This is an optimization exercise on Yosys and OpenROAD, whose aim is small area, a short achievable clock period and few clock cycles per item, not a production implementation. At most, simulation tests tie the RTL to the original design; equivalence was not proved. Function not checked in runs 5 and 6: the RTL went through the layout flow alone.

$ cat design/flow/flow/run.sh
#!/bin/bash
# The standard layout, with plain buffers (buf_1) on the ports instead of
# the delay cell buffer_ports picks by default.
set -euo pipefail
export BUFFER_PORTS_ARGS="-buffer_cell sky130_fd_sc_hd__buf_1"
bash standard.sh finish > standard.log 2>&1
$ cat design/flow/constraint.sdc
create_clock -name core_clock -period 90.0 [get_ports {clk}]
set_input_delay 18.0000 -clock core_clock [delete_from_list [all_inputs] [get_ports {clk}]]
set_output_delay 18.0000 -clock core_clock [all_outputs]
set_load 0.01 [all_outputs]
$ cat design/flow/design.v
module takum_unit (
    input  wire        clk,
    input  wire        rst,
    input  wire        req_valid,
    output wire        req_ready,
    input  wire [3:0]  op,
    input  wire [15:0] a,
    input  wire [15:0] b,
    input  wire [31:0] k,
    input  wire        f_s,
    input  wire        f_d,
    input  wire [2:0]  f_r,
    input  wire [6:0]  f_c,
    input  wire [10:0] f_m,
    input  wire        l_sign,
    input  wire [20:0] l_in,
    output reg         resp_valid,
    output wire [15:0] y,
    output wire [1:0]  cls,
    output wire        g_s,
    output wire        g_d,
    output wire [2:0]  g_r,
    output wire [2:0]  g_rv,
    output wire [5:0]  g_p,
    output wire [6:0]  g_c,
    output wire [10:0] g_m,
    output wire        l_sign_out,
    output wire [20:0] l_out
);
    localparam [19:0] CUT = 20'b1010_1010_1001_0000_0100;
    localparam [3:0] OP_FDEC  = 4'b0000;
    localparam [3:0] OP_FENC  = 4'b0001;
    localparam [3:0] OP_TOL   = 4'b0010;
    localparam [3:0] OP_FROML = 4'b0011;
    localparam [3:0] OP_MUL   = 4'b1000;
    localparam [3:0] OP_DIV   = 4'b1001;
    localparam [3:0] OP_INV   = 4'b1010;
    localparam [3:0] OP_IPOW  = 4'b1011;
    localparam [3:0] OP_SQRT  = 4'b1100;
    localparam [3:0] OP_ROOT  = 4'b1101;
    localparam [1:0] K_ARITH = 2'd0;
    localparam [1:0] K_FENC  = 2'd1;
    localparam [1:0] K_FDEC  = 2'd2;
    localparam [1:0] K_TOL   = 2'd3;
    localparam [1:0] SP_NONE = 2'd0;
    localparam [1:0] SP_NAR  = 2'd1;
    localparam [1:0] SP_ZERO = 2'd2;
    localparam [1:0] SP_MAX  = 2'd3;    
    function [21:0] inc21;           
        input [20:0] x;
        input        ci;
        reg          c;
        integer      j;
        begin
            c = ci;
            for (j = 0; j < 21; j = j + 1) begin
                inc21[j] = x[j] ^ c;
                c        = x[j] & c;
            end
            inc21[21] = c;
        end
    endfunction
    function [21:0] add21;           
        input [20:0] x;
        input [20:0] y;
        input        ci;
        reg          c;
        integer      j;
        begin
            c = ci;
            for (j = 0; j < 21; j = j + 1) begin
                add21[j] = x[j] ^ y[j] ^ c;
                c        = (x[j] & y[j]) | (x[j] & c) | (y[j] & c);
            end
            add21[21] = c;
        end
    endfunction
    assign req_ready = 1'b1;
    reg        v0;
    reg [3:0]  op0;
    reg [15:0] a0;
    reg [31:0] x0;
    wire [31:0] xin = op[3] ? ((op[2] | op[1]) ? k : {16'd0, b})
                            : (op[1] ? {10'd0, l_sign, l_in} : {9'd0, f_s, f_d, f_r, f_c, f_m});
    always @(posedge clk) begin
        v0   <= ~rst & req_valid;
        op0  <= op;
        a0   <= a;
        x0   <= xin;
    end
    wire [15:0] b0   = x0[15:0];
    wire [31:0] k0   = x0;
    wire        fs0  = x0[22];
    wire        fd0  = x0[21];
    wire [2:0]  fr0  = x0[20:18];
    wire [6:0]  fc0  = x0[17:11];
    wire [10:0] fm0  = x0[10:0];
    wire        ls0  = x0[21];
    wire [20:0] lin0 = x0[20:0];
    function [19:0] lmag_of;
        input [15:0] w;
        reg   [21:0] nb;
        reg   [14:0] body;
        reg   [19:0] sh;
        reg   [21:0] dec;
        begin
            nb      = inc21({6'd0, w[14:0] ^ {15{~w[14]}}}, ~w[14]);
            body    = nb[14:0];
            sh      = {8'd1, body[10:0]} << body[13:11];
            dec     = add21({1'b0, sh}, 21'h1FF800, 1'b0);    
            lmag_of = dec[19:0];
        end
    endfunction
    wire [19:0] am = lmag_of(a0);           
    wire [19:0] bm = lmag_of(b0);
    wire        an = a0[15] ~^ a0[14];      
    wire        bn = b0[15] ~^ b0[14];
    wire a_zero = (a0 == 16'h0000);
    wire a_nar  = (a0 == 16'h8000);
    wire b_zero = (b0 == 16'h0000);
    wire b_nar  = (b0 == 16'h8000);
    wire a_neg  = a0[15] & ~a_nar;
    wire sa     = a0[15];
    wire sb     = b0[15];
    wire k_zero = (k0 == 32'd0);
    wire k_pos  = ~k0[31] & ~k_zero;
    wire        msub = an ^ bn ^ op0[0];
    wire [21:0] mt   = add21({1'b0, am}, {1'b0, bm} ^ {21{msub}}, msub);
    wire        mneg = msub & mt[20];                    
    wire        movf = ~msub & (mt[19] | (&mt[18:11]));  
    wire        lovf = lin0[20] ? (~lin0[19] | ((lin0[18:12] == 7'd0) & (~lin0[11] | (lin0[10:0] == 11'd0))))
                                : (lin0[19] | (&lin0[18:11]));
    wire [21:0] kn   = inc21({1'b0, k0[19:0] ^ {20{k0[31]}}}, k0[31]);
    wire        kbig = k0[31] ? ~((&k0[30:20]) & (k0[19:0] != 20'd0)) : (|k0[30:20]);
    wire [19:0] ksat = kbig ? 20'hFFFFF : kn[19:0];
    reg         povf;
    integer     i;
    always @(*) begin
        povf = 1'b0;
        for (i = 0; i < 20; i = i + 1)
            povf = povf | (ksat[i] & (|(am >> (19 - i))));
    end
    wire [19:0] kdiv = (|k0[31:20]) ? 20'hFFFFF : k0[19:0];
    wire [2:0]  enc_r = fd0 ? fr0 : ~fr0;
    wire [3:0]  enc_p = 4'd11 - {1'b0, enc_r};
    wire [6:0]  enc_c = fc0 & ~(7'h7F << enc_r);
    wire [10:0] enc_m = fm0 & ~(11'h7FF << enc_p);
    wire [15:0] enc_w = {fs0, fd0, fr0, ({4'd0, enc_c} << enc_p) | enc_m};
    wire [1:0]  a_cls = a_nar ? 2'd2 : a_zero ? 2'd1 : 2'd0;
    localparam [19:0] ONE20 = 20'd1;
    localparam [19:0] NEG20 = 20'hFFFFF;
    reg  [19:0] p_sr, p_y;
    reg         p_mul;       
    reg  [1:0]  p_kind;
    reg  [1:0]  p_sp;        
    reg         p_s, p_n, p_ovf;
    always @(*) begin
        p_sr   = 20'd0;
        p_y    = ONE20;
        p_mul  = 1'b0;
        p_kind = K_ARITH;
        p_sp   = SP_NONE;
        p_s    = 1'b0;
        p_n    = 1'b0;
        p_ovf  = 1'b0;
        case (op0)
            OP_FDEC: begin
                p_kind = K_FDEC;
                p_sr   = {4'd0, a0};
                p_sp   = a_cls;
            end
            OP_FENC: begin
                p_kind = K_FENC;
                p_sr   = {4'd0, enc_w};
            end
            OP_TOL: begin            
                p_kind = K_TOL;
                p_mul  = 1'b1;
                p_y    = am;
                p_sr   = an ? NEG20 : ONE20;
                p_sp   = a_cls;
                p_s    = sa;
            end
            OP_FROML: begin          
                p_mul  = 1'b1;
                p_y    = lin0[19:0];
                p_sr   = lin0[20] ? NEG20 : ONE20;
                p_s    = ls0;
                p_n    = lin0[20];
                p_ovf  = lovf;
            end
            OP_MUL, OP_DIV: begin    
                p_mul  = 1'b1;
                p_y    = mt[19:0];
                p_sr   = mneg ? NEG20 : ONE20;
                p_s    = sa ^ sb;
                p_n    = an ^ mneg;
                p_ovf  = movf;
                p_sp   = (a_nar | b_nar | (op0[0] & b_zero)) ? SP_NAR :
                         (a_zero | (~op0[0] & b_zero))       ? SP_ZERO : SP_NONE;
            end
            OP_INV: begin
                p_mul  = 1'b1;
                p_y    = am;
                p_sr   = ONE20;
                p_s    = sa;
                p_n    = ~an;
                p_sp   = (a_nar | a_zero) ? SP_NAR : SP_NONE;
            end
            OP_IPOW: begin           
                p_mul  = 1'b1;
                p_y    = am;
                p_sr   = ksat;
                p_s    = sa & k0[0];
                p_n    = an ^ k0[31];
                p_ovf  = povf & (am != 20'd0);
                p_sp   = a_nar ? SP_NAR : a_zero ? (k_pos ? SP_ZERO : SP_NAR) : SP_NONE;
            end
            OP_SQRT: begin
                p_sr   = am;
                p_n    = an;
                p_sp   = (a_nar | a_neg) ? SP_NAR : a_zero ? SP_ZERO : SP_NONE;
            end
            OP_ROOT: begin
                p_sr   = {am[18:0], 1'b0};
                p_y    = kdiv;
                p_s    = sa;
                p_n    = an;
                p_sp   = (a_nar | ~k_pos) ? SP_NAR : a_zero ? SP_ZERO :
                         (a_neg & ~k0[0]) ? SP_NAR : SP_NONE;
            end
            default: begin
                p_sp   = SP_ZERO;
            end
        endcase
        if (p_ovf && p_sp == SP_NONE) p_sp = p_n ? SP_ZERO : SP_MAX;
    end
    wire [19:0] acc_w [0:20];
    wire [19:0] sr_w  [0:20];
    wire [19:0] y_w   [0:20];    
    wire [7:0]  ctl_w [0:20];    
    assign acc_w[0] = 20'd0;
    assign sr_w[0]  = p_sr;
    assign y_w[0]   = p_mul ? p_y : ~p_y;
    assign ctl_w[0] = {v0, p_mul, p_s, p_n, p_kind, p_sp};
    genvar t, j;
    generate
        for (t = 0; t < 20; t = t + 1) begin : row
            wire [19:0] yy, sr, accin;
            wire [7:0]  ctl;
            if (CUT[t]) begin : cut
                reg [19:0] acc_r, sr_r, y_r;
                reg [7:0]  ctl_r;
                always @(posedge clk) begin
                    acc_r <= acc_w[t];
                    sr_r  <= sr_w[t];
                    y_r   <= y_w[t];
                    ctl_r <= {~rst & ctl_w[t][7], ctl_w[t][6:0]};
                end
                assign accin = acc_r;
                assign sr    = sr_r;
                assign yy    = y_r;
                assign ctl   = ctl_r;
            end else begin : nocut
                assign accin = acc_w[t];
                assign sr    = sr_w[t];
                assign yy    = y_w[t];
                assign ctl   = ctl_w[t];
            end
            wire        mulm = ctl[6];
            wire [t:0]  x;
            if (t == 0) begin : x0
                assign x = ~mulm & sr[19];
            end else begin : xn
                assign x = {accin[t-1:0], ~mulm & sr[19]};
            end
            wire [t+1:0] cc;
            wire [t:0]  sum;
            assign cc[0] = ~mulm;
            for (j = 0; j <= t; j = j + 1) begin : fa
                assign sum[j]  = x[j] ^ yy[j] ^ cc[j];
                assign cc[j+1] = (x[j] & yy[j]) | (x[j] & cc[j]) | (yy[j] & cc[j]);
            end
            wire        zhi;
            if (t == 19) begin : zt
                assign zhi = 1'b1;
            end else begin : zn
                assign zhi = &yy[19:t+1];
            end
            wire        q    = cc[t+1] & zhi;
            wire        sel  = mulm ? sr[19] : q;
            wire [t:0]  nacc = sel ? sum : x;
            if (t == 19) begin : an19
                assign acc_w[t+1] = nacc;
            end else begin : ann
                assign acc_w[t+1] = {{(19-t){1'b0}}, nacc};
            end
            assign sr_w[t+1]  = {sr[18:0], ~mulm & q};
            assign y_w[t+1]   = yy;
            assign ctl_w[t+1] = ctl;
        end
    endgenerate
    wire [19:0] acc_f = acc_w[20];
    wire [19:0] sr_f  = sr_w[20];
    wire [7:0]  ctl_f = ctl_w[20];
    wire        vf    = ctl_f[7];
    wire        mulf  = ctl_f[6];
    wire        sf    = ctl_f[5];
    wire        nf    = ctl_f[4];
    wire [1:0]  kindf = ctl_f[3:2];
    wire [1:0]  spf   = ctl_f[1:0];
    wire [20:0] mag  = mulf ? {acc_f, 1'b0} : {1'b0, sr_f};
    wire        stin = ~mulf & (|acc_f);
    wire [21:0] uh   = inc21({13'd0, mag[19:12]}, 1'b1);       
    wire [7:0]  uhi  = uh[7:0];
    wire        sat  = mag[20] | uh[8];
    reg  [2:0]  rg;
    always @(*) begin
        casez (uhi)
            8'b1???????: rg = 3'd7;
            8'b01??????: rg = 3'd6;
            8'b001?????: rg = 3'd5;
            8'b0001????: rg = 3'd4;
            8'b00001???: rg = 3'd3;
            8'b000001??: rg = 3'd2;
            8'b0000001?: rg = 3'd1;
            default:     rg = 3'd0;
        endcase
    end
    wire [19:0] u     = {uhi, mag[11:0]};
    wire [19:0] ush   = u >> rg;
    wire [10:0] mant  = ush[11:1];
    wire        rbit  = ush[0];
    wire [7:0]  lmask = ~(8'hFF << rg);
    wire        stk   = (|(u[7:0] & lmask)) | stin;
    wire        rup   = rbit & (stk | mant[0]);
    wire [15:0] body  = {2'b01, rg, mant};
    wire        bmax  = &body[14:0];
    wire [15:0] bsel  = sat ? (nf ? 16'h0000 : 16'h7FFF) : (nf ? (body ^ 16'h8000) : body);
    wire        rsel  = ~sat & rup & (nf | ~bmax);
    wire        wneg  = sf ^ nf;
    wire [21:0] wsum  = inc21({5'd0, bsel ^ {16{wneg}}}, rsel ^ wneg);
    wire [15:0] w     = wsum[15:0];
    wire [15:0] yar   = (spf == SP_NAR)  ? 16'h8000 :
                        (spf == SP_ZERO) ? 16'h0000 :
                        (spf == SP_MAX)  ? {sf, {14{~sf}}, 1'b1} : w;
    wire [15:0] fa    = sr_f[15:0];
    wire [2:0]  dr    = fa[14] ? fa[13:11] : ~fa[13:11];
    wire [3:0]  dp    = 4'd11 - {1'b0, dr};
    wire [10:0] dc    = fa[10:0] >> dp;
    wire [10:0] dm    = fa[10:0] & ~(11'h7FF << dp);
    reg [28:0] o;
    reg [1:0]  oc;
    reg [28:0] on;
    always @(*) begin
        case (kindf)
            K_ARITH: on = {13'd0, yar};
            K_FENC:  on = {13'd0, fa};
            K_FDEC:  on = {~dr[2], ~dr[1:0], fa[13:11], fa[14], fa[15], dr, dc[6:0], dm};
            default: on = {7'd0, sf, acc_f[19], acc_f};
        endcase
    end
    always @(posedge clk) begin
        resp_valid <= ~rst & vf;
        o  <= on;
        oc <= spf;
    end
    assign y          = o[15:0];
    assign g_m        = o[10:0];
    assign g_c        = o[17:11];
    assign g_rv       = o[20:18];
    assign g_s        = o[21];
    assign g_d        = o[22];
    assign g_r        = o[25:23];
    assign g_p        = {2'b00, o[28], o[20], o[27:26]};
    assign l_out      = o[20:0];
    assign l_sign_out = o[21];
    assign cls        = oc;
endmodule
$ cat design/flow/config.mk
export PLATFORM = sky130hd
export DESIGN_NAME = takum_unit
export DESIGN_NICKNAME = takum_unit
export VERILOG_FILES = /design/flow/design.v
export SDC_FILE = /design/flow/constraint.sdc
export NUM_CORES = 4
export LEC_CHECK = 0
export CAP_MARGIN = 20
export CORE_MARGIN = 2
export CORE_UTILIZATION = 40
export SLEW_MARGIN = 20
$ cat design/flow/standard.sh
#!/bin/bash
# synth_recipe.tcl (not shown) runs the flow's synth.tcl, then flattens the netlist and writes it again
# the make line also repeats each setting of config.mk as NAME=value (left out here)
make -C /OpenROAD-flow-scripts/flow DESIGN_CONFIG=/design/flow/config.mk WORK_HOME=/design/flow/orfs CLKGATE_MAP_FILE= SYNTH_SCRIPT=/design/flow/synth_recipe.tcl "${@:-finish}"
==> flow_metrics.env, run 1 <==
export IMPL_status="complete, no violations"
export IMPL_r2r_slack_ns=72.31
export IMPL_ys_seq_area_frac=0.369
export IMPL_finalCriticalPeriod_ns=19.31
export IMPL_wire_per_inst_um=20.2
export IMPL_remaining_drc_errors=0
export IMPL_yosysTopAreaCell="dfxtp_1"
export IMPL_met3_usage=0.0316
export IMPL_synthFlopType="dfxtp_1"
export IMPL_whs_endpoint="row[19].cut.sr_r[9]"
export IMPL_postRouteAntennaNets=0
export IMPL_drtIter0Drc=1349
export IMPL_tns_ns=0
export IMPL_reg2reg_to="row[19].accin[2]"
export IMPL_reg2reg_from="row[17].cut.ctl_r[6]"
export IMPL_viasPerCell=5.33
export IMPL_grt_overflow_total=0
export IMPL_grt_usage=0.217
export IMPL_multi_input_area_um2=15600
export IMPL_initial_core_util=0.402
export IMPL_ys_warn_count=1
export IMPL_grt_use_met1=0.251
export IMPL_hp_class="reg -> reg"
export IMPL_area_delta_synth_final_pct=11.2
export IMPL_critPathRequiredTime_ns=72.00
export IMPL_layout_nets=3303
export IMPL_syn_cell_area_um2=27500
export IMPL_path_cells="buf_1"
export IMPL_finalWorstSetupSlack_ns=70.69
export IMPL_report_final_slew_viol_count=0
export IMPL_skew_ns=0.0375
export IMPL_path_clk_slew_ns=0.06
export IMPL_gp_congestion=0.957
export IMPL_ys_ff_latch=506
export IMPL_ys_async_sr_fraction=0
export IMPL_cts_setup_buffers=0
export IMPL_hpwlAfterDp_mm=60.7
export IMPL_io_pins=190
export IMPL_grt_pass1_wl_mm=119
export IMPL_routed_via_count=20200
export IMPL_synth_edf_count=0
export IMPL_relSlewSlack=0.251
export IMPL_ys_types=88
export IMPL_crit_type="reg -> out"
export IMPL_synth_area_top_cells="dfxtp_1 (37%), fa_1 (15%), mux2i_1 (5.3%)"
export IMPL_path_buf_inv=1
export IMPL_reg2reg_depth=47
export IMPL_critPathSlowestCell="dfxtp_1"
export IMPL_grt_max_degree=53
export IMPL_max_cap_violations=0
export IMPL_portBuffers=186
export IMPL_dr_pass1_iters=6
export IMPL_core_um2=68200
export IMPL_numCtsBuffers=52
export IMPL_worst_pin_slew_ns=1.11
export IMPL_use_met2=0.391
export IMPL_fill_cells=6568
export IMPL_critPathArrivalTime_ns=1.32
export IMPL_cts_sinks=506
export IMPL_setup_viol=0
export IMPL_antenna_found_initial=1
export IMPL_max_freq_mhz=51.8
export IMPL_fp_row_count=96
export IMPL_cp_start_kind="flip-flop"
export IMPL_crit_path_end_kind="output port"
export IMPL_cts_resized=0
export IMPL_crit_fanout=3
export IMPL_holdPathStages=0
export IMPL_holdBufCountCts=0
export IMPL_clkLatencyLatePin_ns=0.62
export IMPL_hold_violations=0
export IMPL_die_h_um=266
export IMPL_post_route_period_util=0.215
export IMPL_die_x_um=266
export IMPL_drive_gt1_frac=0.0687
export IMPL_crit_family="flip-flops"
export IMPL_layout_common_cells="dfxtp_1 (506), inv_1 (229), fa_1 (209)"
export IMPL_syn_avg_cell_area_um2=9.89
export IMPL_max_stage_delay_ns=0.50
export IMPL_syn_inst=2777
export IMPL_busiest_layer="met2"
export IMPL_num_antenna_cells=0
export IMPL_rsz0062_at_grt="no"
export IMPL_wl_mm=76.6
export IMPL_cts_tree="yes"
export IMPL_grt_pass1_vias=21000
export IMPL_pre_cts_slack_ns=70.40
export IMPL_ctsRootBufferMaster="clkbuf_16"
export IMPL_ctsLongestPathBuffers=3
export IMPL_hold_slack_ns=0.322
export IMPL_min_delay_start="row[17].cut.sr_r[7]"
export IMPL_die_area_um2=70800
export IMPL_ff_latch_area_um2=10100
export IMPL_mostFrequentLayoutCell="dfxtp_1"
export IMPL_synth_top_area_share=0.369
export IMPL_h_tree_depth=2
[flip-flops by register name, indices dropped and copies added, names as in the netlist]
register and count:
row.cut.sr_r 140, o 29, a0 16, row.cut.y_r 140, x0 32, row.cut.ctl_r 56
v0 1, row.accin 85, resp_valid 1, oc 2, op0 4
[per-layer routing]
| metal | part of all wire | up-vias |
|---|---|---|
| met5 | 0 | - |
| met3 | 0.049 | 178 |
| met2 | 0.51 | 638 |
| met4 | 0.053 | 0 |
| met1 | 0.39 | 9809 |
| li1 | - | 9606 |
[per-stage QoR]
stage | instance area [um2] | util | instances
2_1_floorplan | 27500 | - | 2778
3_3_place_gp | 28700 | 0.421 | 3700
3_5_place_dp | 28700 | 0.421 | 3700
4_1_cts | 30500 | 0.448 | 3794
5_1_grt | 30500 | 0.448 | 3794
6_report | 30500 | 0.448 | 3794
[cells by family after synthesis]
family,after synthesis,synth area share
AOI/OAI and AO/OA,527,0.120
xor gates and xnor gates,128,0.0420
adders and majority gates,315,0.201
buffers and inverters,418,0.0642
DFF,506,0.369
muxes,199,0.0818
other,2,0.000273
and+or+nand+nor,682,0.122
[how the worst max path moves through the flow]
stage | start | to | cells past startpoint
6_report | o[14] | g_c[3] | 1
5_1_grt | o[14] | g_c[3] | 1
4_1_cts | o[14] | g_c[3] | 1
3_5_place_dp | op[1] | x0[2] | 5
3_3_place_gp | op[1] | x0[2] | 5
2_1_floorplan | op[1] | x0[10] | 6
[cell usage after synthesis, types with 6 or more instances]
master / number
a211oi_1: 40
a21o_1: 19
a21oi_1: 112
a221oi_1: 7
a22oi_1: 8
a31oi_1: 41
and2_1: 10
and3_1: 25
and3b_1: 6
and4_1: 6
buf_1: 19
buf_2: 12
buf_4: 42
clkbuf_1: 111
dfxtp_1: 506
fa_1: 209
ha_1: 106
inv_1: 229
mux2_2: 35
mux2i_1: 145
mux4_2: 15
nand2_1: 200
nand2b_1: 32
nand3_1: 33
nand4_1: 19
nor2_1: 187
nor2b_1: 51
nor3_1: 38
nor3b_1: 6
nor4_1: 21
o2111ai_1: 6
o211ai_1: 13
o21a_1: 6
o21ai_0: 170
o21bai_1: 9
o221ai_1: 9
o22ai_1: 23
o31ai_1: 6
or3_1: 8
or4_1: 7
xnor2_1: 88
xor2_1: 38
[layout make-up]
| type | instances | share of cell area |
|---|---|---|
| Timing Repair Buffer | 227 | 0.0330 |
| Multi-Input combinational cell | 1854 | 0.511 |
| Clock buffer | 71 | 0.0482 |
| Inverter | 231 | 0.0284 |
| Clock inverter | 23 | 0.0116 |
| Tap cell | 882 | 0.0361 |
| Sequential cell | 506 | 0.332 |
Testbench counts, summed over its fixed seeds: cycles 24,072, items 24,000.
==> run 2: changes to the inputs <==
==> design/flow/run.sh (new file) <==
#!/bin/bash
# synth_recipe.tcl (not shown) runs the flow's synth.tcl, then flattens the netlist and writes it again
# the make line also repeats each setting of config.mk as NAME=value (left out here)
make -C /OpenROAD-flow-scripts/flow DESIGN_CONFIG=/design/flow/config.mk WORK_HOME=/design/flow/orfs CLKGATE_MAP_FILE= SYNTH_SCRIPT=/design/flow/synth_recipe.tcl finish
removed: design/flow/flow/run.sh
removed: design/flow/standard.sh
==> run 2 against run 1 <==
Net effect: global-route usage increased by 0.66 points; clock-buffer cell count down 9; clock skew down 0.016 ns; critical path type unchanged.
==> flow_metrics.env, run 2 <==
export IMPL_status="complete, no violations"
export IMPL_hold_slack_ns=0.323
export IMPL_synth_edf_count=0
export IMPL_cts_tree="yes"
export IMPL_critPathSlowestCell="clkdlybuf4s50_1"
export IMPL_worst_pin_slew_ns=1.21
export IMPL_ys_ff_latch=506
export IMPL_synthTopCellsByCount="dfxtp_1 (506), inv_1 (229), fa_1 (209)"
export IMPL_finalWorstSetupSlack_ns=70.27
export IMPL_crit_family="buffers and inverters"
export IMPL_cts_resized=0
export IMPL_syn_inst=2777
export IMPL_fin_util=0.466
export IMPL_post_route_period_util=0.219
export IMPL_wl_mm=78.6
export IMPL_drive_gt1_frac=0.0733
export IMPL_routed_via_count=20200
export IMPL_dpl_cell_area_um2=29900
export IMPL_path_cells="clkdlybuf4s50_1"
export IMPL_synth_top_area_share=0.369
export IMPL_hold_violations=0
export IMPL_max_stage_delay_ns=0.61
export IMPL_ys_seq_area_frac=0.369
export IMPL_max_cap_violations=0
export IMPL_dr_pass1_iters=7
export IMPL_layout_nets=3309
export IMPL_yosysTopAreaCell="dfxtp_1"
export IMPL_path_clk_slew_ns=0.06
export IMPL_h_tree_depth=2
export IMPL_clkLatencyLatePin_ns=0.62
export IMPL_rsz0062_at_grt="no"
export IMPL_wire_per_inst_um=20.7
export IMPL_max_freq_mhz=50.7
export IMPL_cts_setup_buffers=0
export IMPL_synthFlopType="dfxtp_1"
export IMPL_initial_core_util=0.402
export IMPL_grt_usage=0.224
export IMPL_core_um2=68200
export IMPL_crit_type="reg -> out"
export IMPL_critPathArrivalTime_ns=1.73
export IMPL_numCtsBuffers=52
export IMPL_die_h_um=266
export IMPL_fp_row_count=96
export IMPL_die_area_um2=70800
export IMPL_ys_types=88
export IMPL_crit_path_end_kind="output port"
export IMPL_dp_cells=3706
export IMPL_setup_viol=0
export IMPL_relSlewSlack=0.187
export IMPL_syn_avg_cell_area_um2=9.89
export IMPL_mostFrequentLayoutCell="dfxtp_1"
export IMPL_reg2reg_from="row[17].cut.ctl_r[6]"
export IMPL_finalCriticalPeriod_ns=19.73
export IMPL_cts_sinks=506
export IMPL_cp_start_kind="flip-flop"
export IMPL_ctsRootBufferMaster="clkbuf_16"
export IMPL_postRouteAntennaNets=0
export IMPL_gp_congestion=0.936
export IMPL_pre_cts_slack_ns=70.09
export IMPL_ctsLongestPathBuffers=3
export IMPL_synth_area_top_cells="dfxtp_1 (37%), fa_1 (15%), mux2i_1 (5.3%)"
export IMPL_num_antenna_cells=0
export IMPL_grt_max_degree=53
export IMPL_hp_class="reg -> reg"
export IMPL_report_final_slew_viol_count=0
export IMPL_antenna_found_initial=0
export IMPL_reg2reg_to="row[19].accin[1]"
export IMPL_remaining_drc_errors=0
export IMPL_reg2reg_depth=46
export IMPL_ys_async_sr_fraction=0
export IMPL_layout_common_cells="dfxtp_1 (506), inv_1 (229), fa_1 (209)"
export IMPL_viasPerCell=5.30
export IMPL_drtIter0Drc=1288
export IMPL_crit_fanout=3
export IMPL_yosysMostFrequentCell="dfxtp_1"
export IMPL_die_x_um=266
export IMPL_area_delta_synth_final_pct=15.8
export IMPL_path_depth=1
export IMPL_tns_ns=0
export IMPL_grt_pass1_wl_mm=122
export IMPL_critPathRequiredTime_ns=72.00
export IMPL_ys_warn_count=1
export IMPL_syn_cell_area_um2=27500
export IMPL_io_pins=190
export IMPL_hpwlAfterDp_mm=62.9
export IMPL_fin_area_um2=31800
export IMPL_instances_no_fill=3803
export IMPL_cp_startpoint="o[14]"
export IMPL_portBuffers=186
export IMPL_r2r_slack_ns=72.46
export IMPL_path_buf_inv=1
export IMPL_grt_pass1_vias=20800
export IMPL_crit_end="g_c[3]"
export IMPL_holdBufCountCts=0
export IMPL_grt_overflow_total=0
export IMPL_skew_ns=0.0219
## run 2: kinds of logic (layout without fill, tap and decap cells)
logic type | Yosys count | in the layout | synth area share
muxes | 199 | 199 | 0.0818
xor gates and xnor gates | 128 | 128 | 0.0420
adders and majority gates | 315 | 315 | 0.201
AOI/OAI and AO/OA | 527 | 527 | 0.120
other | 2 | 3 | 0.000273
DFF | 506 | 506 | 0.369
buffers and inverters | 418 | 561 | 0.0642
and+or+nand+nor | 682 | 682 | 0.122
## run 2: worst register-to-register path: cells and delay by family, from the launching register on
kind / cells / cell delay (ns)
fa+ha+maj: 36 / 13.97
flops: 1 / 0.43
mux: 1 / 0.42
compound gates: 3 / 1.24
buf+inv: 2 / 0.13
simple gates: 4 / 1.20
## run 2: how the worst min path moves through the flow
stage,startpoint,endpoint,slack [ns],cells after the start
6_report,row[13].cut.ctl_r[5],row[15].cut.ctl_r[5],0.32,0
5_1_grt,row[13].cut.ctl_r[5],row[15].cut.ctl_r[5],0.33,0
4_1_cts,row[8].cut.sr_r[12],row[11].cut.sr_r[15],0.32,0
3_5_place_dp,row[8].cut.sr_r[10],row[11].cut.sr_r[13],0.31,0
3_3_place_gp,row[13].cut.sr_r[14],row[15].cut.sr_r[16],0.31,0
2_1_floorplan,row[8].cut.ctl_r[0],row[11].cut.ctl_r[0],0.31,0
## run 2: layout make-up
class                   instances  area, um2
flip-flops and latches        506      10100
inverters                     231        867
fillers                      6382      36400
clock inverters                35        494
multi-input cells            1854      15600
well taps                     882       1100
clock buffers                  62       1390
repair buffers                233       2210
## run 2: routing by layer
layer	vias to the layer above	global-route usage	wire length, um
met1	9792	0.262	31500
met2	576	0.409	40100
met3	154	0.0296	3360
li1	9631	-	-
met5	-	0	0
met4	0	0.0993	3600
==> run 3: changes to the inputs <==
--- a/design/flow/config.mk
+++ b/design/flow/config.mk
@@ -7,5 +7,6 @@
 export LEC_CHECK = 0
 export CAP_MARGIN = 20
 export CORE_MARGIN = 2
-export CORE_UTILIZATION = 40
+export CORE_UTILIZATION = 60
+export CTS_BUF_LIST = sky130_fd_sc_hd__clkbuf_4
 export SLEW_MARGIN = 20
==> run 3 against run 2 <==
Net effect: synthesized area did not move; design area down 2.6%; critical path type unchanged; fmax about the same.
==> flow_metrics.env, run 3 <==
export IMPL_cts_sinks=506
export IMPL_tns_ns=0
export IMPL_critPathArrivalTime_ns=1.72
export IMPL_synth_area_mux_share=0.0818
export IMPL_synth_top_family_by_area="adder cells"
export IMPL_skew_ns=0.0867
export IMPL_yosysMostFrequentCell="dfxtp_1"
export IMPL_portBuffers=186
export IMPL_numCtsBuffers=119
export IMPL_synth_area_top_cells="dfxtp_1 (37%), fa_1 (15%), mux2i_1 (5.3%)"
export IMPL_ys_ff_latch=506
export IMPL_viasPerCell=5.77
export IMPL_wire_per_inst_um=20.8
export IMPL_holdPathStages=0
export IMPL_syn_inst=2777
export IMPL_cts_tree="yes"
export IMPL_ys_seq_area_frac=0.369
export IMPL_layout_common_cells="dfxtp_1 (506), inv_1 (229), fa_1 (209)"
export IMPL_crit_path_end_kind="output port"
export IMPL_ys_warn_count=1
export IMPL_initial_core_util=0.606
export IMPL_routed_via_count=21000
export IMPL_synth_edf_count=0
export IMPL_grt_pass1_vias=21800
export IMPL_clkLatencyLatePin_ns=0.84
export IMPL_critPathSlowestCell="clkdlybuf4s50_1"
export IMPL_synth_xor_area_frac=0.0420
export IMPL_path_buf_inv=1
export IMPL_die_h_um=218
export IMPL_path_depth=1
export IMPL_synthTopCellsByCount="dfxtp_1 (506), inv_1 (229), fa_1 (209)"
export IMPL_path_cells="clkdlybuf4s50_1"
export IMPL_wl_mm=75.4
export IMPL_synth_top_area_share=0.369
export IMPL_synthAdderAreaFrac=0.201
export IMPL_yosysTopAreaCell="dfxtp_1"
export IMPL_finalCriticalPeriod_ns=19.72
export IMPL_pre_cts_slack_ns=70.03
export IMPL_ctsRootBufferMaster="clkbuf_4"
export IMPL_fill_cells=3446
export IMPL_cp_start_kind="flip-flop"
export IMPL_crit_fanout=3
export IMPL_ys_async_sr_fraction=0
export IMPL_setup_viol=0
export IMPL_core_um2=45300
export IMPL_dpl_cell_area_um2=29500
export IMPL_grt_usage=0.319
export IMPL_worst_pin_slew_ns=1.09
export IMPL_ff_latch_area_um2=10100
export IMPL_reg2reg_depth=47
export IMPL_finalWorstSetupSlack_ns=70.28
export IMPL_h_tree_depth=3
export IMPL_hold_slack_ns=0.280
export IMPL_gp_congestion=1.01
export IMPL_die_x_um=218
export IMPL_max_stage_delay_ns=0.56
export IMPL_grt_max_degree=53
export IMPL_synthSimpleGateAreaFrac=0.122
export IMPL_ys_types=88
export IMPL_max_freq_mhz=50.7
export IMPL_post_route_period_util=0.219
export IMPL_critPathRequiredTime_ns=72.00
export IMPL_cts_resized=0
export IMPL_syn_cell_area_um2=27500
export IMPL_holdBufCountCts=0
export IMPL_path_clk_slew_ns=0.07
export IMPL_synthFlopType="dfxtp_1"
export IMPL_hp_class="reg -> reg"
export IMPL_die_area_um2=47500
export IMPL_cts_setup_buffers=0
export IMPL_ctsLongestPathBuffers=3
export IMPL_io_pins=190
export IMPL_grt_pass1_wl_mm=117
export IMPL_max_cap_violations=0
export IMPL_rsz0062_at_grt="no"
export IMPL_crit_type="reg -> out"
export IMPL_postRouteAntennaNets=0
export IMPL_syn_avg_cell_area_um2=9.89
export IMPL_crit_family="buffers and inverters"
export IMPL_antenna_found_initial=3
export IMPL_layout_nets=3365
export IMPL_synth_compound_area_frac=0.120
export IMPL_multi_input_area_um2=15600
export IMPL_dr_pass1_iters=6
export IMPL_drive_gt1_frac=0.0967
export IMPL_status="complete, no violations"
export IMPL_hpwlAfterDp_mm=59.4
export IMPL_fp_row_count=78
export IMPL_drtIter0Drc=1825
export IMPL_report_final_slew_viol_count=0
export IMPL_fin_area_um2=31000
export IMPL_remaining_drc_errors=0
export IMPL_hold_violations=0
export IMPL_mostFrequentLayoutCell="dfxtp_1"
export IMPL_grt_overflow_total=0
export IMPL_relSlewSlack=0.272
export IMPL_area_delta_synth_final_pct=12.9
## run 3: cell counts after synthesis
No cell type changed its count.
## run 3: area by class of cell
cell class	instances	area share
Timing Repair Buffer	222	0.0688
Tap cell	600	0.0242
Clock buffer	172	0.0417
Sequential cell	506	0.327
Antenna cell	2	0.000161
Inverter	231	0.0280
Multi-Input combinational cell	1854	0.503
Clock inverter	44	0.00727
## run 3: kinds of logic (layout without fill, tap and decap cells)
logic type	Yosys count	in the layout
AOI/OAI and AO/OA	527	527
adders and majority gates	315	315
xor gates and xnor gates	128	128
other	2	5
muxes	199	199
and+or+nand+nor	682	682
DFF	506	506
buffers and inverters	418	669
## run 3: layer usage
metal | vias up | track usage | routed length [um]
li1 | 9825 | - | -
met5 | - | 0 | 0
met3 | 216 | 0.0506 | 4140
met1 | 10100 | 0.374 | 29500
met4 | 0 | 0.161 | 3700
met2 | 806 | 0.564 | 38000
## run 3: through the flow
| step | utilization | cells |
|---|---|---|
| 6_report | 0.684 | 3631 |
| 5_1_grt | 0.684 | 3631 |
| 4_1_cts | 0.684 | 3629 |
| 3_5_place_dp | 0.651 | 3413 |
| 3_3_place_gp | 0.651 | 3413 |
| 2_1_floorplan | - | 2778 |
## run 3: worst paths after layout
path | startpoint | endpoint | slack [ns]
max reg2reg | row[17].cut.ctl_r[6] | row[19].accin[18] | 72.50
max | o[20] | g_p[2] | 70.28
min reg2reg | row[13].cut.sr_r[1] | row[15].cut.sr_r[3] | 0.28
min | row[13].cut.sr_r[1] | row[15].cut.sr_r[3] | 0.28
==> run 4: changes to the inputs <==
--- a/design/flow/design.v
+++ b/design/flow/design.v
@@ -27,7 +27,7 @@
     output wire        l_sign_out,
     output wire [20:0] l_out
 );
-    localparam [19:0] CUT = 20'b1010_1010_1001_0000_0100;
+    localparam [19:0] CUT = 20'b0010_0000_1000_0001_0000;
     localparam [3:0] OP_FDEC  = 4'b0000;
     localparam [3:0] OP_FENC  = 4'b0001;
     localparam [3:0] OP_TOL   = 4'b0010;
@@ -275,11 +275,11 @@
                 assign x = {accin[t-1:0], ~mulm & sr[19]};
             end
             wire [t+1:0] cc;
-            wire [t:0]  sum;
+            wire [t:0]  hs;              
             assign cc[0] = ~mulm;
             for (j = 0; j <= t; j = j + 1) begin : fa
-                assign sum[j]  = x[j] ^ yy[j] ^ cc[j];
-                assign cc[j+1] = (x[j] & yy[j]) | (x[j] & cc[j]) | (yy[j] & cc[j]);
+                assign hs[j]   = yy[j] ^ cc[j];
+                assign cc[j+1] = (x[j] & yy[j]) | (cc[j] & (x[j] | yy[j]));
             end
             wire        zhi;
             if (t == 19) begin : zt
@@ -289,7 +289,7 @@
             end
             wire        q    = cc[t+1] & zhi;
             wire        sel  = mulm ? sr[19] : q;
-            wire [t:0]  nacc = sel ? sum : x;
+            wire [t:0]  nacc = x ^ (hs & {(t+1){sel}});
             if (t == 19) begin : an19
                 assign acc_w[t+1] = nacc;
             end else begin : ann
==> design/flow/flow/run.sh (new file) <==
#!/bin/bash
# The standard layout, with plain buffers (buf_1) on the ports instead of
# the delay cell buffer_ports picks by default.
set -euo pipefail
export BUFFER_PORTS_ARGS="-buffer_cell sky130_fd_sc_hd__buf_1"
bash standard.sh finish > standard.log 2>&1
==> design/flow/standard.sh (new file) <==
#!/bin/bash
# synth_recipe.tcl (not shown) runs the flow's synth.tcl, then flattens the netlist and writes it again
# the make line also repeats each setting of config.mk as NAME=value (left out here)
make -C /OpenROAD-flow-scripts/flow DESIGN_CONFIG=/design/flow/config.mk WORK_HOME=/design/flow/orfs CLKGATE_MAP_FILE= SYNTH_SCRIPT=/design/flow/synth_recipe.tcl "${@:-finish}"
==> design/flow/config.mk (replaced) <==
export PLATFORM = sky130hd
export DESIGN_NAME = takum_unit
export DESIGN_NICKNAME = takum_unit
export VERILOG_FILES = /design/flow/design.v
export SDC_FILE = /design/flow/constraint.sdc
export NUM_CORES = 4
export LEC_CHECK = 0
export ABC_AREA = 1
export CAP_MARGIN = 20
export CORE_MARGIN = 2
export CORE_UTILIZATION = 40
export SLEW_MARGIN = 20
removed: design/flow/run.sh
==> run 4 against run 3 <==
Net effect: via count is 12% higher; wire length fell by 1.7%; first-iteration DRC count decreased by 9.9%; sequential share of layout area fell by 13 points; utilization is 25 points lower; worst setup slack worse by 0.33 ns.
==> flow_metrics.env, run 4 <==
export IMPL_status="complete, no violations"
export IMPL_ys_ff_latch=261
export IMPL_path_clk_slew_ns=0.07
export IMPL_crit_path_frequent_cell="nand2_2"
export IMPL_fin_area_um2=25900
export IMPL_post_route_period_util=0.223
export IMPL_hpwlAfterDp_mm=60.3
export IMPL_dp_cells=4564
export IMPL_max_cap_violations=0
export IMPL_cts_sinks=261
export IMPL_synth_area_top_cells="dfxtp_1 (22%), nand2_1 (16%), xor2_1 (9.1%)"
export IMPL_whs_endpoint="row[11].cut.sr_r[19]"
export IMPL_ys_async_sr_fraction=0
export IMPL_r2r_slack_ns=69.94
export IMPL_crit_type="reg -> reg"
export IMPL_finalCriticalPeriod_ns=20.06
export IMPL_layout_common_cells="nand2_1 (1008), inv_1 (459), nand3_1 (400)"
export IMPL_setup_viol=0
export IMPL_numCtsBuffers=31
export IMPL_dpl_cell_area_um2=24800
export IMPL_rsz0062_at_grt="no"
export IMPL_synth_top_area_share=0.216
export IMPL_dr_pass1_iters=5
export IMPL_crit_path_end_kind="flip-flop"
export IMPL_antenna_found_initial=0
export IMPL_reg2reg_depth=162
export IMPL_yosysTopAreaCell="dfxtp_1"
export IMPL_drtIter0Drc=1644
export IMPL_met2WireLength_mm=35.7
export IMPL_drive_gt1_frac=0.0940
export IMPL_core_um2=60100
export IMPL_grt_overflow_total=0
export IMPL_synthSimpleGateAreaFrac=0.367
export IMPL_top_layer_used="met4"
export IMPL_routed_via_count=23400
export IMPL_synth_edf_count=0
export IMPL_viasPerCell=5.07
export IMPL_tns_ns=0
export IMPL_critPathRequiredTime_ns=90.49
export IMPL_critPathArrivalTime_ns=20.55
export IMPL_crit_fanout=31
export IMPL_num_antenna_cells=0
export IMPL_mostFrequentLayoutCell="nand2_1"
export IMPL_cts_setup_buffers=0
export IMPL_reg2reg_from="row[17].cut.ctl_r[6]"
export IMPL_postRouteAntennaNets=0
export IMPL_die_area_um2=62500
export IMPL_cts_resized=0
export IMPL_synth_area_mux_share=0.00413
export IMPL_holdPathStages=0
export IMPL_synth_top_family_by_area="simple AND/OR/NAND/NOR gates"
export IMPL_skew_ns=0.0379
export IMPL_wl_mm=74.1
export IMPL_wire_per_inst_um=16.0
export IMPL_io_pins=190
export IMPL_max_freq_mhz=49.9
export IMPL_ys_warn_count=1
export IMPL_synth_xor_area_frac=0.116
export IMPL_grt_pass1_wl_mm=118
export IMPL_clkLatencyLatePin_ns=0.61
export IMPL_holdBufCountCts=0
export IMPL_ctsLongestPathBuffers=3
export IMPL_portBuffers=186
export IMPL_yosysMostFrequentCell="nand2_1"
export IMPL_area_delta_synth_final_pct=7.13
export IMPL_critPathSlowestCell="nor2_1"
export IMPL_cp_start_kind="flip-flop"
export IMPL_cts_tree="yes"
export IMPL_gp_congestion=0.993
export IMPL_synth_compound_area_frac=0.107
export IMPL_synthTopCellsByCount="nand2_1 (1008), inv_1 (459), nand3_1 (400)"
export IMPL_reg2reg_to="o[15]"
export IMPL_layout_nets=4039
export IMPL_report_final_slew_viol_count=0
export IMPL_syn_avg_cell_area_um2=6.47
export IMPL_hold_violations=0
export IMPL_grt_pass1_vias=22000
export IMPL_grt_usage=0.232
export IMPL_remaining_drc_errors=0
export IMPL_relSlewSlack=0.364
export IMPL_ys_seq_area_frac=0.216
export IMPL_ctsRootBufferMaster="clkbuf_16"
export IMPL_die_h_um=250
export IMPL_min_delay_start="row[4].cut.sr_r[12]"
export IMPL_worst_pin_slew_ns=0.954
export IMPL_wl_met3_mm=4.21
export IMPL_hp_class="reg -> reg"
export IMPL_initial_core_util=0.403
export IMPL_die_x_um=250
export IMPL_h_tree_depth=1
export IMPL_syn_cell_area_um2=24200
export IMPL_ys_types=75
export IMPL_synthFlopType="dfxtp_1"
export IMPL_max_stage_delay_ns=0.68
export IMPL_grt_max_degree=35
export IMPL_instances_no_fill=4622
export IMPL_wl_met1_mm=30.9
export IMPL_fp_row_count=90
export IMPL_synthAdderAreaFrac=0.0640
export IMPL_syn_inst=3742
run 4: worst max path at each step:
stage | start | endpoint | cells after the start
finish | row[17].cut.ctl_r[6] | o[15] | 162
floorplan | op[1] | x0[13] | 5
global placement | op[1] | x0[31] | 6
global route | row[17].cut.ctl_r[6] | o[15] | 165
CTS | row[17].cut.ctl_r[6] | o[15] | 162
detailed placement | op[1] | x0[23] | 6
run 4: cell type report:
class / count / area (um2)
clock inverters: 23 / 285
multi-input cells: 2830 / 16000
inverters: 482 / 1810
well taps: 782 / 978
flip-flops and latches: 261 / 5230
repair buffers: 209 / 871
clock buffers: 35 / 821
fillers: 6519 / 34200
run 4: worst max-delay path: cells and delay by family, from the launching register on:
| family | cells | cell delay [ns] |
|---|---|---|
| buffers and inverters | 9 | 1.72 |
| flip-flops | 1 | 0.31 |
| AND/OR/NAND/NOR | 108 | 9.93 |
| XOR/XNOR | 4 | 0.78 |
| AO/OA/AOI/OAI | 15 | 1.33 |
| adder cells (fa/ha/maj) | 26 | 5.80 |
run 4: cell families after synthesis:
family / Yosys count
flops: 261
buf+inv: 652
simple gates: 1957
xor+xnor: 319
mux: 10
other cells: 2
compound gates: 428
fa+ha+maj: 113
run 4: per-stage QoR:
step,hold slack [ns],setup WS (ns),util
after detailed placement,0.312,69.88,0.413
after global placement,0.311,69.92,0.413
after floorplan,0.310,71.11,-
after CTS,0.322,69.98,0.432
final,0.323,69.94,0.432
after global routing,0.327,67.75,0.432
run 4: metal layers:
metal / vias up / track usage
li1: 12100 / -
met1: 10500 / 0.278
met2: 704 / 0.417
met3: 145 / 0.0307
met4: 0 / 0.0958
met5: - / 0
Testbench counts of run 4, summed over its fixed seeds: cycles 24,040, items 24,000.
==> run 5: changes to the inputs <==
--- a/design/flow/design.v
+++ b/design/flow/design.v
@@ -27,7 +27,7 @@
     output wire        l_sign_out,
     output wire [20:0] l_out
 );
-    localparam [19:0] CUT = 20'b0010_0000_1000_0001_0000;
+    localparam [19:0] CUT = 20'b0100_0000_1000_0000_1000;
     localparam [3:0] OP_FDEC  = 4'b0000;
     localparam [3:0] OP_FENC  = 4'b0001;
     localparam [3:0] OP_TOL   = 4'b0010;
@@ -79,9 +79,9 @@
     reg        v0;
     reg [3:0]  op0;
     reg [15:0] a0;
-    reg [31:0] x0;
-    wire [31:0] xin = op[3] ? ((op[2] | op[1]) ? k : {16'd0, b})
-                            : (op[1] ? {10'd0, l_sign, l_in} : {9'd0, f_s, f_d, f_r, f_c, f_m});
+    reg [22:0] x0;
+    wire [22:0] xin = op[3] ? ((op[2] | op[1]) ? {k[31], ~|k[30:20], &k[30:20], k[19:0]} : {7'd0, b})
+                            : (op[1] ? {1'b0, l_sign, l_in} : {f_s, f_d, f_r, f_c, f_m});
     always @(posedge clk) begin
         v0   <= ~rst & req_valid;
         op0  <= op;
@@ -89,7 +89,10 @@
         x0   <= xin;
     end
     wire [15:0] b0   = x0[15:0];
-    wire [31:0] k0   = x0;
+    wire        k31  = x0[22];       
+    wire        kz   = x0[21];       
+    wire        ko   = x0[20];       
+    wire [19:0] klo  = x0[19:0];
     wire        fs0  = x0[22];
     wire        fd0  = x0[21];
     wire [2:0]  fr0  = x0[20:18];
@@ -122,16 +125,16 @@
     wire a_neg  = a0[15] & ~a_nar;
     wire sa     = a0[15];
     wire sb     = b0[15];
-    wire k_zero = (k0 == 32'd0);
-    wire k_pos  = ~k0[31] & ~k_zero;
+    wire k_zero = ~k31 & kz & (klo == 20'd0);
+    wire k_pos  = ~k31 & ~k_zero;
     wire        msub = an ^ bn ^ op0[0];
     wire [21:0] mt   = add21({1'b0, am}, {1'b0, bm} ^ {21{msub}}, msub);
     wire        mneg = msub & mt[20];                    
     wire        movf = ~msub & (mt[19] | (&mt[18:11]));  
     wire        lovf = lin0[20] ? (~lin0[19] | ((lin0[18:12] == 7'd0) & (~lin0[11] | (lin0[10:0] == 11'd0))))
                                 : (lin0[19] | (&lin0[18:11]));
-    wire [21:0] kn   = inc21({1'b0, k0[19:0] ^ {20{k0[31]}}}, k0[31]);
-    wire        kbig = k0[31] ? ~((&k0[30:20]) & (k0[19:0] != 20'd0)) : (|k0[30:20]);
+    wire [21:0] kn   = inc21({1'b0, klo ^ {20{k31}}}, k31);
+    wire        kbig = k31 ? ~(ko & (klo != 20'd0)) : ~kz;
     wire [19:0] ksat = kbig ? 20'hFFFFF : kn[19:0];
     reg         povf;
     integer     i;
@@ -140,7 +143,7 @@
         for (i = 0; i < 20; i = i + 1)
             povf = povf | (ksat[i] & (|(am >> (19 - i))));
     end
-    wire [19:0] kdiv = (|k0[31:20]) ? 20'hFFFFF : k0[19:0];
+    wire [19:0] kdiv = (k31 | ~kz) ? 20'hFFFFF : klo;
     wire [2:0]  enc_r = fd0 ? fr0 : ~fr0;
     wire [3:0]  enc_p = 4'd11 - {1'b0, enc_r};
     wire [6:0]  enc_c = fc0 & ~(7'h7F << enc_r);
@@ -211,8 +214,8 @@
                 p_mul  = 1'b1;
                 p_y    = am;
                 p_sr   = ksat;
-                p_s    = sa & k0[0];
-                p_n    = an ^ k0[31];
+                p_s    = sa & klo[0];
+                p_n    = an ^ k31;
                 p_ovf  = povf & (am != 20'd0);
                 p_sp   = a_nar ? SP_NAR : a_zero ? (k_pos ? SP_ZERO : SP_NAR) : SP_NONE;
             end
@@ -227,7 +230,7 @@
                 p_s    = sa;
                 p_n    = an;
                 p_sp   = (a_nar | ~k_pos) ? SP_NAR : a_zero ? SP_ZERO :
-                         (a_neg & ~k0[0]) ? SP_NAR : SP_NONE;
+                         (a_neg & ~klo[0]) ? SP_NAR : SP_NONE;
             end
             default: begin
                 p_sp   = SP_ZERO;
--- a/design/flow/config.mk
+++ b/design/flow/config.mk
@@ -8,5 +8,7 @@
 export ABC_AREA = 1
 export CAP_MARGIN = 20
 export CORE_MARGIN = 2
-export CORE_UTILIZATION = 40
+export CORE_UTILIZATION = 55
+export CTS_CLUSTER_DIAMETER = 80
+export CTS_CLUSTER_SIZE = 25
 export SLEW_MARGIN = 20
==> run 5 against run 4 <==
Net effect: still clean on timing, DRC and antenna; via count down 2.2%; critical path type unchanged.
==> flow_metrics.env, run 5 <==
export IMPL_syn_avg_cell_area_um2=6.50
export IMPL_critPathArrivalTime_ns=21.81
export IMPL_grt_max_degree=37
export IMPL_worst_pin_slew_ns=1.09
export IMPL_r2r_slack_ns=68.59
export IMPL_ys_seq_area_frac=0.222
export IMPL_yosysMostFrequentCell="nand2_1"
export IMPL_routed_via_count=22900
export IMPL_mostFrequentLayoutCell="nand2_1"
export IMPL_ys_async_sr_fraction=0
export IMPL_crit_fanout=27
export IMPL_busiest_layer="met2"
export IMPL_critPathSlowestCell="nand2_1"
export IMPL_ys_warn_count=1
export IMPL_h_tree_depth=1
export IMPL_area_delta_synth_final_pct=5.02
export IMPL_hold_violations=0
export IMPL_post_route_period_util=0.238
export IMPL_ys_types=68
export IMPL_max_freq_mhz=46.7
export IMPL_reg2reg_from="row[18].cut.ctl_r[6]"
export IMPL_core_um2=40800
export IMPL_syn_cell_area_um2=22700
export IMPL_postRouteAntennaNets=0
export IMPL_cp_startpoint="row[18].cut.ctl_r[6]"
export IMPL_setup_viol=0
export IMPL_relSlewSlack=0.271
export IMPL_max_cap_violations=0
export IMPL_ctsLongestPathBuffers=3
export IMPL_ctsRootBufferMaster="clkbuf_16"
export IMPL_gp_congestion=1.02
export IMPL_hp_class="reg -> reg"
export IMPL_grt_usage=0.317
export IMPL_critPathRequiredTime_ns=90.40
export IMPL_synth_top_area_share=0.222
export IMPL_initial_core_util=0.557
export IMPL_num_antenna_cells=0
export IMPL_tns_ns=0
export IMPL_finalCriticalPeriod_ns=21.41
export IMPL_synth_area_top_cells="dfxtp_1 (22%), nand2_1 (15%), xor2_1 (9.6%)"
export IMPL_cp_start_kind="flip-flop"
export IMPL_ys_ff_latch=252
export IMPL_layout_nets=3785
export IMPL_path_clk_slew_ns=0.08
export IMPL_synthFlopType="dfxtp_1"
export IMPL_die_h_um=207
export IMPL_crit_type="reg -> reg"
export IMPL_cts_sinks=252
export IMPL_grt_overflow_total=0
export IMPL_use_met2=0.545
export IMPL_holdBufCountCts=0
export IMPL_drive_gt1_frac=0.0582
export IMPL_min_delay_start="row[11].cut.ctl_r[1]"
export IMPL_viasPerCell=5.58
export IMPL_wire_per_inst_um=17.1
export IMPL_cts_setup_buffers=0
export IMPL_wl_mm=70.3
export IMPL_synth_edf_count=0
export IMPL_status="complete, no violations"
export IMPL_met3_usage=0.0365
export IMPL_clkLatencyLatePin_ns=0.53
export IMPL_numCtsBuffers=19
export IMPL_holdPathStages=0
export IMPL_portBuffers=186
export IMPL_yosysTopAreaCell="dfxtp_1"
export IMPL_reg2reg_to="o[15]"
export IMPL_rsz0062_at_grt="no"
export IMPL_reg2reg_depth=128
export IMPL_crit_path_frequent_cell="nand2_1"
export IMPL_pre_cts_slack_ns=68.82
export IMPL_synthTopCellsByCount="nand2_1 (938), inv_1 (405), nand3_1 (346)"
export IMPL_io_pins=190
export IMPL_grt_use_met1=0.408
export IMPL_crit_path_end_kind="flip-flop"
export IMPL_cts_tree="yes"
export IMPL_max_stage_delay_ns=0.43
export IMPL_die_x_um=207
export IMPL_syn_inst=3501
export IMPL_remaining_drc_errors=0
export IMPL_fin_util=0.585
export IMPL_cts_resized=0
export IMPL_drtIter0Drc=1825
export IMPL_layout_common_cells="nand2_1 (938), inv_1 (405), nand3_1 (346)"
export IMPL_report_final_slew_viol_count=0
export IMPL_skew_ns=0.0202
export IMPL_fill_cells=4038
export IMPL_dr_pass1_iters=8
export IMPL_grt_pass1_vias=21300
export IMPL_antenna_found_initial=0
export IMPL_whs_endpoint="row[18].cut.ctl_r[1]"
export IMPL_grt_pass1_wl_mm=111
export IMPL_finalWorstSetupSlack_ns=68.59
export IMPL_fp_row_count=74
export IMPL_hpwlAfterDp_mm=56.4
export IMPL_die_area_um2=43000
[run 5: changes by cell type in the layout (fill, tap and decap cells not counted), moves of 12 or more]
cell | before | now
clkbuf_16 | 31 | 19
inv_1 | 459 | 405
nand2_1 | 1008 | 938
nand2_2 | 128 | 28
nand3_1 | 400 | 346
o21ai_0 | 200 | 225
o21ai_1 | 15 | 31
o221ai_1 | 7 | 21
or2_1 | 4 | 18
xnor2_1 | 64 | 78
[run 5: layout make-up]
cell class	instances	area (um2)	area share
Clock inverter	12	153	0.00639
Inverter	431	1630	0.0680
Multi-Input combinational cell	2651	15000	0.630
Tap cell	532	666	0.0279
Timing Repair Buffer	208	863	0.0361
Sequential cell	252	5040	0.211
Clock buffer	21	493	0.0206
[run 5: how the worst max path moves through the flow]
stage                  end  slack, ns  cells after the start
detailed placement   o[15]      68.82                    130
global route         o[15]      66.85                    130
finish               o[15]      68.59                    128
CTS                  o[15]      68.77                    130
global placement     o[15]      69.50                    125
floorplan           x0[11]      71.10                      5
[run 5: routing by layer]
| layer | vias to the layer above | part of all wire |
|---|---|---|
| met1 | 10600 | 0.43 |
| met5 | - | 0 |
| met4 | 0 | 0.037 |
| li1 | 11400 | - |
| met3 | 161 | 0.061 |
| met2 | 800 | 0.47 |
[run 5: worst max-delay path, delay by kind of cell (launching register included)]
kind            cells  cell delay, ns
simple gates       64            8.87
fa+ha+maj          31            7.40
compound gates     23            3.14
buf+inv             6            1.14
xor+xnor            4            0.45
flops               1            0.31
[run 5: through the flow]
stage	instances	instance area (um2)	hold WS (ns)
final	4107	23900	0.321
after floorplan	3502	22800	0.310
after CTS	4107	23900	0.319
after global routing	4107	23900	0.335
after global placement	4074	23200	0.310
after detailed placement	4074	23200	0.312
[run 5: logic make-up after synthesis]
logic type / after synthesis / synth area share
buffers and inverters: 599 / 0.118
other: 2 / 0.000330
AO/OA/AOI/OAI: 472 / 0.125
flip-flops: 252 / 0.222
AND/OR/NAND/NOR: 1720 / 0.334
multiplexers: 12 / 0.00528
XOR/XNOR: 328 / 0.126
adder cells (fa/ha/maj): 116 / 0.0695
==> run 6: changes to the inputs <==
==> design/flow/flow/run.sh (replaced) <==
#!/bin/bash
set -euo pipefail
export BUFFER_PORTS_ARGS="-buffer_cell sky130_fd_sc_hd__buf_1"
export SETUP_SLACK_MARGIN=71
bash standard.sh finish > standard.log 2>&1
--- a/design/flow/config.mk
+++ b/design/flow/config.mk
@@ -9,6 +9,4 @@
 export CAP_MARGIN = 20
 export CORE_MARGIN = 2
 export CORE_UTILIZATION = 55
-export CTS_CLUSTER_DIAMETER = 80
-export CTS_CLUSTER_SIZE = 25
 export SLEW_MARGIN = 20
==> run 6 against run 5 <==
Net effect: worst hold slack worse by 0.0088 ns; non-clock buffer count up 70; largest cell class unchanged; cell count up 2.4%; highest routed layer is now met5; global-route usage up 1.1 points.
==> flow_metrics.env, run 6 <==
export IMPL_status="complete, no violations"
export IMPL_remaining_drc_errors=0
export IMPL_h_tree_depth=1
export IMPL_synthTopCellsByCount="nand2_1 (938), inv_1 (405), nand3_1 (346)"
export IMPL_numCtsBuffers=29
export IMPL_synth_area_top_cells="dfxtp_1 (22%), nand2_1 (15%), xor2_1 (9.6%)"
export IMPL_clkLatencyLatePin_ns=0.58
export IMPL_whs_endpoint="row[11].cut.sr_r[8]"
export IMPL_cts_sinks=252
export IMPL_ys_types=68
export IMPL_hp_class="reg -> reg"
export IMPL_portBuffers=186
export IMPL_gp_congestion=1.02
export IMPL_dr_pass1_iters=6
export IMPL_max_stage_delay_ns=0.36
export IMPL_layout_common_cells="nand2_1 (906), inv_1 (401), nand3_1 (336)"
export IMPL_setup_viol=0
export IMPL_tns_ns=0
export IMPL_wire_per_inst_um=17.8
export IMPL_syn_cell_area_um2=22700
export IMPL_ctsLongestPathBuffers=3
export IMPL_cp_start_kind="flip-flop"
export IMPL_rsz0062_at_grt="yes"
export IMPL_crit_path_end_kind="flip-flop"
export IMPL_yosysTopAreaCell="dfxtp_1"
export IMPL_synthSimpleGateAreaFrac=0.334
export IMPL_post_route_period_util=0.213
export IMPL_ys_ff_latch=252
export IMPL_synth_top_family_by_area="simple AND/OR/NAND/NOR gates"
export IMPL_postRouteAntennaNets=0
export IMPL_ys_warn_count=1
export IMPL_fill_cells=3733
export IMPL_holdBufCountCts=0
export IMPL_synth_compound_area_frac=0.125
export IMPL_crit_fanout=6
export IMPL_pre_cts_slack_ns=68.82
export IMPL_max_freq_mhz=52.2
export IMPL_die_x_um=207
export IMPL_r2r_slack_ns=70.84
export IMPL_io_pins=190
export IMPL_grt_usage=0.328
export IMPL_multi_input_area_um2=15800
export IMPL_worst_pin_slew_ns=1.00
export IMPL_hpwlAfterDp_mm=56.4
export IMPL_num_antenna_cells=0
export IMPL_max_cap_violations=0
export IMPL_synth_area_mux_share=0.00528
export IMPL_report_final_slew_viol_count=0
export IMPL_finalCriticalPeriod_ns=19.16
export IMPL_mostFrequentLayoutCell="nand2_1"
export IMPL_area_delta_synth_final_pct=15.3
export IMPL_drive_gt1_frac=0.140
export IMPL_antenna_found_initial=1
export IMPL_reg2reg_to="o[15]"
export IMPL_die_h_um=207
export IMPL_crit_path_frequent_cell="ha_4"
export IMPL_synth_top_area_share=0.222
export IMPL_ff_latch_area_um2=5130
export IMPL_path_clk_slew_ns=0.06
export IMPL_skew_ns=0.0305
export IMPL_routed_via_count=23700
export IMPL_grt_pass1_vias=21800
export IMPL_layout_nets=3872
export IMPL_fp_row_count=74
export IMPL_ys_async_sr_fraction=0
export IMPL_die_area_um2=43000
export IMPL_cts_tree="yes"
export IMPL_critPathArrivalTime_ns=19.60
export IMPL_reg2reg_depth=129
export IMPL_min_delay_start="row[3].cut.sr_r[0]"
export IMPL_synthFlopType="dfxtp_1"
export IMPL_reg2reg_from="row[18].cut.ctl_r[6]"
export IMPL_grt_pass1_wl_mm=115
export IMPL_hold_violations=0
export IMPL_synth_edf_count=0
export IMPL_initial_core_util=0.557
export IMPL_crit_type="reg -> reg"
export IMPL_hold_slack_ns=0.312
export IMPL_critPathSlowestCell="a221oi_2"
export IMPL_syn_inst=3501
export IMPL_relSlewSlack=0.332
export IMPL_drtIter0Drc=2061
export IMPL_ys_seq_area_frac=0.222
export IMPL_grt_overflow_total=0
export IMPL_wl_mm=74.9
export IMPL_synth_xor_area_frac=0.126
export IMPL_holdPathStages=0
export IMPL_ctsRootBufferMaster="clkbuf_16"
export IMPL_syn_avg_cell_area_um2=6.50
export IMPL_synthAdderAreaFrac=0.0695
export IMPL_grt_max_degree=37
export IMPL_yosysMostFrequentCell="nand2_1"
export IMPL_critPathRequiredTime_ns=90.45
export IMPL_viasPerCell=5.65
export IMPL_core_um2=40800
export IMPL_finalWorstSetupSlack_ns=70.84
-- run 6: cell counts after synthesis --
Identical to the previous run, type by type.
-- run 6: critical path, delay by kind of cell (launching register included) --
kind            cells  cell delay (ns)
fa+ha+maj          31             6.63
buf+inv             6             0.62
xor+xnor            4             0.47
flops               1             0.35
simple gates       64             8.05
compound gates     24             2.87
-- run 6: logic make-up after synthesis --
| family | Yosys count |
|---|---|
| AND/OR/NAND/NOR | 1720 |
| buffers and inverters | 599 |
| AO/OA/AOI/OAI | 472 |
| XOR/XNOR | 328 |
| flip-flops | 252 |
| adder cells (fa/ha/maj) | 116 |
| multiplexers | 12 |
| other | 2 |
-- run 6: cell type report --
class,count,area share
clock buffer,34,0.0299
tap,532,0.0254
sequential,252,0.195
clock inverter,19,0.00968
inverter,431,0.0634
multi-input combinational,2653,0.601
timing repair buffer,278,0.0740
timing repair inverter,5,0.00138
-- run 6: worst max-delay path by stage --
stage	start	to	slack [ns]	cells after the start
global placement	row[18].cut.ctl_r[6]	o[15]	69.50	125
detailed placement	row[18].cut.ctl_r[6]	o[15]	68.82	130
floorplan	op[1]	x0[11]	71.10	5
finish	row[18].cut.ctl_r[6]	o[15]	70.84	129
global route	row[18].cut.ctl_r[6]	o[15]	70.11	130
CTS	row[18].cut.ctl_r[6]	o[15]	70.61	129
-- run 6: per-layer routing --
| layer | GRT usage | wire length [um] | vias to the layer above |
|---|---|---|---|
| li1 | - | - | 11600 |
| met1 | 0.415 | 31000 | 11000 |
| met2 | 0.567 | 35800 | 929 |
| met3 | 0.0404 | 5080 | 194 |
| met4 | 0.126 | 3060 | 2 |
| met5 | 0 | 13 | - |
-- run 6: what timing repair did --
item,CTS,global route
buffers inserted,29,39
setup endpoints to repair,106,101
pin swaps,41,71
gates cloned,5,4
resized for setup,239,123
-- run 6: through the flow --
step / cells / area [um2] / util
3_3_place_gp: 4074 / 23200 / 0.569
5_1_grt: 4204 / 26200 / 0.642
6_report: 4204 / 26200 / 0.642
4_1_cts: 4161 / 25400 / 0.621
3_5_place_dp: 4074 / 23200 / 0.569
2_1_floorplan: 3502 / 22800 / -

[static timing again, ports no longer ideal]
The flow's constraints put no driver on any port. The routed layouts listed below were extracted and timed again, unchanged, in two steps.
Step 1: set_driving_cell puts a clkbuf_16 on clk and a buf_2 on each other input, an assumption about the parent block.
Step 2 moves the port delays by t, midway between the first and last clock arrival at a register: inputs arrive t later, outputs are due t later. That takes back most of the time a late clock gives input paths.
a / b / c = no drivers / after step 1 / after step 2; a / b = the first two.
run	shift t [ns]	setup slack, ns	hold WS [ns]	worst slew at a driven data input, ns
run 1	0.674	70.685 / 70.615 / 70.383	0.322 / 0.322 / 0.322	0.06
run 2	0.671	70.274 / 70.207 / 70.108	0.323 / 0.323 / 0.323	0.07
run 3	0.839	70.276 / 70.232 / 70.288	0.280 / 0.280 / 0.280	0.07
run 4	0.649	69.943 / 69.943 / 69.865	0.323 / 0.323 / 0.323	0.05
run 5	0.586	68.588 / 68.588 / 68.588	0.321 / 0.321 / 0.321	0.04
run 6	0.628	70.842 / 70.842 / 70.450	0.312 / 0.312 / 0.312	0.04
After both steps setup and hold are still met in every run listed. The setup slack of run 6, which loses most, moves by 0.000 ns with the drivers and by -0.392 ns with both steps.
